Background: an optimization exercise with open tools, aiming at small area, a short achievable clock period and few clock cycles per item. Do not read the settings as production practice.
Only simulation tests tie the RTL to the original design; equivalence was not proved.
No activity file was given, so power comes from the tool's default toggle rates.

<file path="design.v">
module luniasm_core (
    input  wire        clk,
    input  wire        rst,
    input  wire        tick_valid,
    input  wire        load_valid,
    input  wire [15:0] code_size,
    output wire        ready,
    output reg         done,
    output reg  [2:0]  status,
    output wire [31:0] ip,
    output wire [8:0]  sp,
    output wire [15:0] prog_addr,
    input  wire [7:0]  prog_rdata,
    output reg  [7:0]  stk_addr,
    output reg         stk_we,
    output reg  [31:0] stk_wdata,
    input  wire [31:0] stk_rdata,
    output reg  [15:0] dmem_addr,
    output reg         dmem_we,
    output reg  [31:0] dmem_wdata,
    input  wire [31:0] dmem_rdata
);
    localparam [2:0] ST_OK        = 3'd0,
                     ST_OVERFLOW  = 3'd1,
                     ST_UNDERFLOW = 3'd2,
                     ST_ARITH     = 3'd3,
                     ST_FETCH     = 3'd4;
    localparam [3:0] S_IDLE  = 4'd0,
                     S_DEC   = 4'd1,
                     S_IMM   = 4'd2,
                     S_POP   = 4'd3,
                     S_POPW  = 4'd4,
                     S_EXEC  = 4'd5,
                     S_STKW  = 4'd6,
                     S_MEMW  = 4'd7,
                     S_DIV   = 4'd8,
                     S_DIVF  = 4'd9,
                     S_PUSH  = 4'd10;
    localparam [7:0] OP_PUSH32 = 8'h00, OP_POP   = 8'h01, OP_LOAD  = 8'h02,
                     OP_STORE  = 8'h03, OP_PUSH8 = 8'h04, OP_PUSH16 = 8'h05,
                     OP_CLONE  = 8'h06, OP_LOADS = 8'h07, OP_STORS = 8'h08,
                     OP_SWAP   = 8'h09,
                     OP_JMP    = 8'h10, OP_JZ    = 8'h11, OP_JNZ   = 8'h12,
                     OP_JG     = 8'h13, OP_JGE   = 8'h14, OP_JE    = 8'h15,
                     OP_JNE    = 8'h16,
                     OP_AND    = 8'h20, OP_OR    = 8'h21, OP_XOR   = 8'h22,
                     OP_NOT    = 8'h23, OP_INC   = 8'h24, OP_DEC   = 8'h25,
                     OP_ADD    = 8'h26, OP_SUB   = 8'h27, OP_SHL   = 8'h28,
                     OP_SHR    = 8'h29, OP_MUL   = 8'h2A, OP_DIV   = 8'h2B,
                     OP_MOD    = 8'h2C, OP_NEG   = 8'h2D, OP_ABS   = 8'h2E;
    reg [31:0] ip_q;
    reg [8:0]  sp_q;
    reg [15:0] csize_q;
    reg [3:0]  state;
    reg [7:0]  op_q;
    reg [15:0] fptr;        
    reg [31:0] imm_q;
    reg [1:0]  immcnt;
    reg [1:0]  npop;        
    reg [1:0]  popidx;      
    reg [31:0] p0, p1, p2;  
    reg [31:0] pv, pv2;     
    reg        npush2;      
    reg [31:0] div_d;       
    reg [31:0] div_r;       
    reg [31:0] div_q;       
    reg [5:0]  div_cnt;
    assign ready = (state == S_IDLE);
    assign ip    = ip_q;
    assign sp    = sp_q;
    wire restart = (ip_q >= {16'd0, csize_q});
    wire [31:0] ip_start = restart ? 32'd0 : ip_q;
    assign prog_addr = (state == S_IDLE) ? ip_start[15:0] : fptr;
    function [2:0] imm_width;
        input [7:0] o;
        begin
            case (o)
                OP_PUSH32: imm_width = 3'd4;
                OP_PUSH8:  imm_width = 3'd1;
                OP_PUSH16: imm_width = 3'd2;
                default:   imm_width = 3'd0;
            endcase
        end
    endfunction
    function [1:0] pop_count;
        input [7:0] o;
        begin
            case (o)
                OP_POP, OP_LOAD, OP_LOADS, OP_JMP,
                OP_NOT, OP_INC, OP_DEC, OP_NEG, OP_ABS:         pop_count = 2'd1;
                OP_STORE, OP_STORS, OP_SWAP, OP_JZ, OP_JNZ,
                OP_AND, OP_OR, OP_XOR, OP_ADD, OP_SUB,
                OP_SHL, OP_SHR, OP_MUL, OP_DIV, OP_MOD:         pop_count = 2'd2;
                OP_JG, OP_JGE, OP_JE, OP_JNE:                   pop_count = 2'd3;
                default:                                        pop_count = 2'd0;
            endcase
        end
    endfunction
    wire [7:0]  dec_op   = prog_rdata;
    wire [2:0]  dec_w    = imm_width(dec_op);
    wire [32:0] dec_next = {1'b0, ip_q} + 33'd1 + {30'd0, dec_w};
    wire [31:0] opb = p0;
    wire [31:0] opa = p1;
    reg [31:0] alu_y;
    always @* begin
        case (op_q)
            OP_AND: alu_y = opa & opb;
            OP_OR:  alu_y = opa | opb;
            OP_XOR: alu_y = opa ^ opb;
            OP_NOT: alu_y = ~p0;
            OP_INC: alu_y = p0 + 32'd1;
            OP_DEC: alu_y = p0 - 32'd1;
            OP_ADD: alu_y = opa + opb;
            OP_SUB: alu_y = opa - opb;
            OP_SHL: alu_y = opa << opb[4:0];
            OP_SHR: alu_y = $signed(opa) >>> opb[4:0];
            OP_MUL: alu_y = opa * opb;
            OP_NEG: alu_y = 32'd0 - p0;
            OP_ABS: alu_y = p0[31] ? (32'd0 - p0) : p0;
            default: alu_y = 32'd0;
        endcase
    end
    reg jump_taken;
    always @* begin
        case (op_q)
            OP_JMP: jump_taken = 1'b1;
            OP_JZ:  jump_taken = (p1 == 32'd0);
            OP_JNZ: jump_taken = (p1 != 32'd0);
            OP_JG:  jump_taken = ($signed(p2) >  $signed(p1));
            OP_JGE: jump_taken = ($signed(p2) >= $signed(p1));
            OP_JE:  jump_taken = (p2 == p1);
            OP_JNE: jump_taken = (p2 != p1);
            default: jump_taken = 1'b0;
        endcase
    end
    wire signed [33:0] sidx = $signed({25'd0, sp_q}) + $signed({{2{p0[31]}}, p0});
    wire sidx_neg  = sidx < 0;
    wire sidx_high = sidx > 34'sd255;
    wire [32:0] div_shift = {div_r[31:0], div_q[31]};
    wire        div_ge    = (div_shift >= {1'b0, div_d});
    wire [31:0] abs_a     = p1[31] ? (32'd0 - p1) : p1;
    wire [31:0] abs_b     = p0[31] ? (32'd0 - p0) : p0;
    always @* begin
        stk_addr   = sp_q[7:0];
        stk_we     = 1'b0;
        stk_wdata  = pv;
        dmem_addr  = p0[15:0];
        dmem_we    = 1'b0;
        dmem_wdata = p1;
        case (state)
            S_EXEC: begin
                case (op_q)
                    OP_LOADS: stk_addr = sidx[7:0];
                    OP_STORS: begin
                        stk_addr  = sidx[7:0];
                        stk_wdata = p1;
                        stk_we    = !sidx_neg && !sidx_high;
                    end
                    OP_STORE: dmem_we = 1'b1;
                    default: ;
                endcase
            end
            S_PUSH: begin
                stk_addr = sp_q[7:0] - 8'd1;
                stk_we   = (sp_q != 9'd0);
            end
            default: ;
        endcase
    end
    always @(posedge clk) begin
        done    <= 1'b0;
        if (rst) begin
            state   <= S_IDLE;
            ip_q    <= 32'd0;
            sp_q    <= 9'd256;
            csize_q <= 16'd0;
            status  <= ST_OK;
            op_q    <= 8'd0;
            fptr    <= 16'd0;
            npop    <= 2'd0;
            popidx  <= 2'd0;
            immcnt  <= 2'd0;
            npush2  <= 1'b0;
            div_cnt <= 6'd0;
        end else begin
            case (state)
                S_IDLE: begin
                    if (load_valid) begin
                        csize_q <= code_size;
                        ip_q    <= 32'd0;
                        sp_q    <= 9'd256;
                    end else if (tick_valid) begin
                        ip_q <= ip_start;
                        if (restart)
                            sp_q <= 9'd256;
                        if (csize_q == 16'd0) begin
                            status <= ST_FETCH;
                            done   <= 1'b1;
                        end else begin
                            fptr  <= ip_start[15:0] + 16'd1;
                            state <= S_DEC;
                        end
                    end
                end
                S_DEC: begin
                    op_q   <= dec_op;
                    imm_q  <= 32'd0;
                    immcnt <= 2'd0;
                    npop   <= pop_count(dec_op);
                    popidx <= 2'd0;
                    fptr   <= fptr + 16'd1;
                    ip_q   <= dec_next[31:0];
                    if (dec_next > {17'd0, csize_q}) begin
                        status <= ST_FETCH;
                        done   <= 1'b1;
                        state  <= S_IDLE;
                    end else if (dec_w != 3'd0) begin
                        state <= S_IMM;
                    end else begin
                        state <= S_POP;
                    end
                end
                S_IMM: begin
                    case (immcnt)
                        2'd0: imm_q[7:0]   <= prog_rdata;
                        2'd1: imm_q[15:8]  <= prog_rdata;
                        2'd2: imm_q[23:16] <= prog_rdata;
                        2'd3: imm_q[31:24] <= prog_rdata;
                    endcase
                    fptr   <= fptr + 16'd1;
                    immcnt <= immcnt + 2'd1;
                    if ({1'b0, immcnt} == imm_width(op_q) - 3'd1)
                        state <= S_POP;
                end
                S_POP: begin
                    if (npop == 2'd0) begin
                        state <= S_EXEC;
                    end else if (sp_q == 9'd256) begin
                        status <= ST_UNDERFLOW;
                        done   <= 1'b1;
                        state  <= S_IDLE;
                    end else begin
                        sp_q  <= sp_q + 9'd1;
                        state <= S_POPW;
                    end
                end
                S_POPW: begin
                    case (popidx)
                        2'd0:    p0 <= stk_rdata;
                        2'd1:    p1 <= stk_rdata;
                        default: p2 <= stk_rdata;
                    endcase
                    popidx <= popidx + 2'd1;
                    npop   <= npop - 2'd1;
                    state  <= S_POP;
                end
                S_EXEC: begin
                    npush2 <= 1'b0;
                    state  <= S_IDLE;
                    status <= ST_OK;
                    case (op_q)
                        OP_PUSH32, OP_PUSH8, OP_PUSH16: begin
                            pv    <= imm_q;
                            state <= S_PUSH;
                        end
                        OP_LOAD: begin
                            state <= S_MEMW;
                        end
                        OP_STORE: begin
                            done <= 1'b1;
                        end
                        OP_CLONE: begin
                            if (sp_q == 9'd256) begin
                                status <= ST_UNDERFLOW;
                                done   <= 1'b1;
                            end else begin
                                state <= S_STKW;
                            end
                        end
                        OP_LOADS: begin
                            if (sidx_neg) begin
                                status <= ST_OVERFLOW;
                                done   <= 1'b1;
                            end else if (sidx_high) begin
                                status <= ST_UNDERFLOW;
                                done   <= 1'b1;
                            end else begin
                                state <= S_STKW;
                            end
                        end
                        OP_STORS: begin
                            if (sidx_neg) begin
                                status <= ST_OVERFLOW;
                            end else if (sidx_high) begin
                                status <= ST_UNDERFLOW;
                            end
                            done <= 1'b1;
                        end
                        OP_SWAP: begin
                            pv     <= p0;
                            pv2    <= p1;
                            npush2 <= 1'b1;
                            state  <= S_PUSH;
                        end
                        OP_JMP, OP_JZ, OP_JNZ, OP_JG, OP_JGE, OP_JE, OP_JNE: begin
                            if (jump_taken)
                                ip_q <= p0;
                            done <= 1'b1;
                        end
                        OP_DIV, OP_MOD: begin
                            if (p0 == 32'd0) begin
                                status <= ST_ARITH;
                                done   <= 1'b1;
                            end else begin
                                div_d   <= abs_b;
                                div_q   <= abs_a;
                                div_r   <= 32'd0;
                                div_cnt <= 6'd0;
                                state   <= S_DIV;
                            end
                        end
                        OP_AND, OP_OR, OP_XOR, OP_NOT, OP_INC, OP_DEC, OP_ADD,
                        OP_SUB, OP_SHL, OP_SHR, OP_MUL, OP_NEG, OP_ABS: begin
                            pv    <= alu_y;
                            state <= S_PUSH;
                        end
                        default: begin
                            done <= 1'b1;
                        end
                    endcase
                end
                S_STKW: begin
                    pv    <= stk_rdata;
                    state <= S_PUSH;
                end
                S_MEMW: begin
                    pv    <= dmem_rdata;
                    state <= S_PUSH;
                end
                S_DIV: begin
                    if (div_ge) begin
                        div_r <= div_shift[31:0] - div_d;
                        div_q <= {div_q[30:0], 1'b1};
                    end else begin
                        div_r <= div_shift[31:0];
                        div_q <= {div_q[30:0], 1'b0};
                    end
                    div_cnt <= div_cnt + 6'd1;
                    if (div_cnt == 6'd31)
                        state <= S_DIVF;
                end
                S_DIVF: begin
                    if (op_q == OP_DIV)
                        pv <= (p1[31] ^ p0[31]) ? (32'd0 - div_q) : div_q;
                    else
                        pv <= p1[31] ? (32'd0 - div_r) : div_r;
                    state <= S_PUSH;
                end
                S_PUSH: begin
                    if (sp_q == 9'd0) begin
                        status <= ST_OVERFLOW;
                        done   <= 1'b1;
                        state  <= S_IDLE;
                    end else begin
                        sp_q <= sp_q - 9'd1;
                        if (npush2) begin
                            pv     <= pv2;
                            npush2 <= 1'b0;
                        end else begin
                            status <= ST_OK;
                            done   <= 1'b1;
                            state  <= S_IDLE;
                        end
                    end
                end
                default: state <= S_IDLE;
            endcase
        end
    end
endmodule
</file>
<file path="run.sh">
#!/bin/bash
# synth_recipe.tcl (not shown) runs the flow's synth.tcl, then flattens the netlist and writes it again
# the make line also repeats each setting of config.mk as NAME=value (left out here)
make -C /OpenROAD-flow-scripts/flow DESIGN_CONFIG=/design/flow/config.mk WORK_HOME=/design/flow/orfs CLKGATE_MAP_FILE= SYNTH_SCRIPT=/design/flow/synth_recipe.tcl finish
</file>
<file path="config.mk">
export PLATFORM = sky130hd
export DESIGN_NAME = luniasm_core
export DESIGN_NICKNAME = luniasm_core
export VERILOG_FILES = /design/flow/design.v
export SDC_FILE = /design/flow/constraint.sdc
export NUM_CORES = 4
export LEC_CHECK = 0
export CAP_MARGIN = 20
export CORE_MARGIN = 2
export CORE_UTILIZATION = 40
export SLEW_MARGIN = 20
</file>
<file path="constraint.sdc">
create_clock -name core_clock -period 10.0 [get_ports {clk}]
set_input_delay 2.0000 -clock core_clock [delete_from_list [all_inputs] [get_ports {clk}]]
set_output_delay 2.0000 -clock core_clock [all_outputs]
set_load 0.01 [all_outputs]
</file>
==> results.yml <==
outcome:
  outcome: "no timing/DRC/antenna violations"
power_and_ir_drop:
  p_leak_uw: 0.0239
  power_density_nw_per_um2: 81.6
  ir_drop_mv: 0.137
synthesis:
  synthCells: 6017
  synth_nets: 6908
  seq_area_frac_synth: 0.212
  synth_edf_count: 288
  yosysMostFrequentCell: "nand2_1"
  synth_top_area_frac: 0.171
  synth_warnings: 1
  async_flop_share: 0
  yosys.area.top_type: "edfxtp_1"
  yosysUniqueCellTypes: 86
  yosys-top-cells-area: "edfxtp_1 (17%), fa_1 (16%), ha_1 (9.5%), nand2_1 (5.9%), nor2_1 (4.8%)"
  synth_ff_type: "edfxtp_1"
  ys_ff_latch: 390
  netlist_area_um2: 50400
  yosys-top-cells-count: "nand2_1 (794), nor2_1 (648), inv_1 (584)"
  avgSynthCellArea_um2: 8.38
global_routing:
  grt_max_degree: 78
  antenna_found_initial: 45
  gr-usage-all-layers: 0.444
  overflow: 0
  grt_pass1_wl_um: 399000
  grt_pass1_vias: 48779
worst_setup_path:
  arrival_ps: 9090
  r2r_end: "pv[22]"
  crit_start: "p1[0]"
  crit_end: "pv[22]"
  r2r_slack_ps: 1290
  startpoint_type: "flip-flop"
  rr_startpoint: "p1[0]"
  path_class: "reg -> reg"
  reg2regPathDepth: 24
  worstPathMaxFanout: 16
  cp.required_ps: 10380
  end_kind: "flip-flop"
timing:
  period_minus_slack_ps: 8710
  finalSetupViolations: 0
  hold_ws_ps: 470
  worst_pin_slew_ps: 1330
  rsz0062_at_grt: "no"
  finalClockSkew_ps: 40.2
  relSlewSlack: 0.112
  fin_tns_setup_ps: 0
  period_share: 0.871
  hold_violations: 0
  finalMaxSlewViolations: 0
  fmax_mhz: 115
detailed_routing:
  drt_iter0_drc: 8624
  via_per_inst: 6.54
  drc_errors: 0
  antenna_left: 0
  wirelength_um: 294000
  route.vias.total: 51639
  top_layer_used: "met5"
  drt_pass1_iterations: 10
  wl_met1_um: 107000
  route.met3.wl_um: 44600
  drt-wirelength-per-cell_um: 37.3
  dr_wl_met2_um: 117000
placement:
  portBuffers: 243
  dp_hpwl_um: 224000
  routabilityCongestion: 1.19
die:
  die-area_um2: 129000
  row_count: 130
  dieWidth_um: 359
  core_um2: 125000
  initial_core_util: 0.402
  ioPinCount: 244
  fp.dieH_um: 359
layout:
  seq_area_um2: 10700
  drive_gt1_frac: 0.0826
  final_nets: 7067
  area_delta_synth_final_pct: 13.9
  multi_input_area_um2: 36100
  nFillCells: 12352
clock_network:
  cts_hold_buf: 0
  cts_root_buf: "clkbuf_16"
  path_clk_slew_ps: 60
  clk_latency_ps: 700
  cts_buffers: 51
  clock_sinks: 390
  cts_tree: "done"
  post_cts_buffers: 0
  cts-resized-gates: 0
  cts_buffer_depth: 3
  htree_num_levels: 2
min_path:
  worst_hold_path_type: "reg -> reg"
job:
  maxCapViolations: 0
==> layer usage <==
layer | global-route usage | vias up
met1 | 0.536 | 25434
met4 | 0.310 | 32
li1 | - | 21141
met3 | 0.218 | 1013
met5 | 0.0192 | -
met2 | 0.613 | 4019
==> power breakdown <==
group / switching [uW] / internal (uW) / total, uW
Sequential: 40.7 / 1760 / 1800
Combinational: 527 / 247 / 774
Clock: 885 / 1230 / 2110
==> cells by family after synthesis <==
logic type | synth area share
buffers and inverters | 0.0766
and+or+nand+nor | 0.175
DFF | 0.212
muxes | 0.0470
xor gates and xnor gates | 0.0622
adders and majority gates | 0.260
AOI/OAI and AO/OA | 0.167
==> layout make-up <==
class                           instances  share of cell area
Sequential cell                       390               0.186
Clock inverter                         31             0.00744
Tap cell                             1650              0.0359
Timing Repair Buffer                  502              0.0771
Multi-Input combinational cell       4621               0.628
Inverter                              610              0.0399
Clock buffer                           65              0.0249
Antenna cell                           25             0.00109
==> per-stage QoR <==
step                setup slack [ps]  cell area [um^2]  utilization  std cells  total power (uW)
floorplan                       1310             50400            -       6017              2240
global placement                1410             55500        0.442       7768              2560
detailed placement              1380             55500        0.442       7770              2560
CTS                             1470             57300        0.457       7866              4640
global route                     902             57400        0.458       7872              4780
finish                          1290             57500        0.458       7894              4690
==> worst min-delay path by stage <==
stage                            from          end  slack (ps)  depth (start not counted)
after floorplan              fptr[11]     fptr[11]         440                          2
after global placement       fptr[11]     fptr[11]         460                          2
after detailed placement  csize_q[10]  csize_q[10]         470                          2
after CTS                   status[2]    status[2]         480                          2
after global routing      csize_q[12]  csize_q[12]         500                          2
final                     csize_q[10]  csize_q[10]         470                          2
==> flip-flops by register name (all words and copies together) (netlist names) <==
name / count
div_cnt: 6
npop: 2
sp_q: 9
imm_q: 32
immcnt: 2
op_q: 8
fptr: 16
status: 3
div_r: 32
div_q: 32
p2: 32
popidx: 2
csize_q: 16
p0: 32
pv: 32
pv2: 32
state: 4
p1: 32
ip_q: 32
npush2: 1
done: 1
div_d: 32
==> worst max-delay path, stage by stage, from the launching register on <==
cell       delay (ps)
edfxtp_1          680
inv_1             590
buf_4             410
nor2_1            190
fa_1              430
fa_1              490
inv_1              50
fa_1              480
inv_1              40
ha_1              180
fa_1              470
fa_1              540
fa_1              550
inv_1              80
fa_1              530
inv_1              40
ha_1              460
nor2_1             90
mux2i_1           390
o21ai_0           220
a2111oi_0         600
buf_4             250
o311ai_0          150
a21oi_1           360
a32oi_1            80
==> cells in the final DEF (no fill, tap or decap), types with 24 or more instances in the layout <==
cell / synthesis / final
nand2_1: 794 / 794
nor2_1: 648 / 636
inv_1: 584 / 580
fa_1: 414 / 414
ha_1: 385 / 385
o21ai_0: 346 / 346
a21oi_1: 301 / 296
edfxtp_1: 288 / 288
buf_4: 17 / 253
xnor2_1: 256 / 252
clkdlybuf4s50_1: 0 / 242
xor2_1: 102 / 102
nand3_1: 103 / 101
dfxtp_1: 102 / 101
mux2i_1: 94 / 94
nor3_1: 82 / 77
a21o_1: 75 / 74
o211ai_1: 64 / 64
mux4_2: 59 / 59
nand4_1: 54 / 54
clkbuf_16: 0 / 51
or3_1: 48 / 48
a211oi_1: 44 / 44
nand2b_1: 42 / 42
nor4_1: 42 / 41
a31oi_1: 41 / 40
and3_1: 38 / 38
o31ai_1: 39 / 38
o22ai_1: 37 / 37
a221oi_1: 35 / 35
a222oi_1: 35 / 35
nor2b_1: 34 / 34
o21a_1: 33 / 33
or2_2: 27 / 27
and2_1: 25 / 26
diode_2: 0 / 25
o21bai_1: 24 / 24
Testbench counts, summed over its fixed seeds: cycles 164,933, ticks 23,680.

-- what the ideal ports hide --
The results above use ideal ports. As a check the final layout listed here was re-extracted and re-timed, cells and wires unchanged.
Step 1: set_driving_cell puts a clkbuf_16 on clk and a buf_2 on each other input, an assumption about the parent block.
Step 2 moves the port delays by t, midway between the first and last clock arrival at a register: inputs arrive t later, outputs are due t later. That takes back most of the time a late clock gives input paths.
Three values: no drivers, after step 1, after step 2; two values: the first two.
t, ns: 0.768
setup WS [ns]: 1.293 / 1.293 / 1.149
worst slew at a driven data input, ns: 0.11
After both steps setup and hold are still met in this run. The setup slack of this run moves by 0.000 ns with the drivers and by -0.144 ns with both steps.
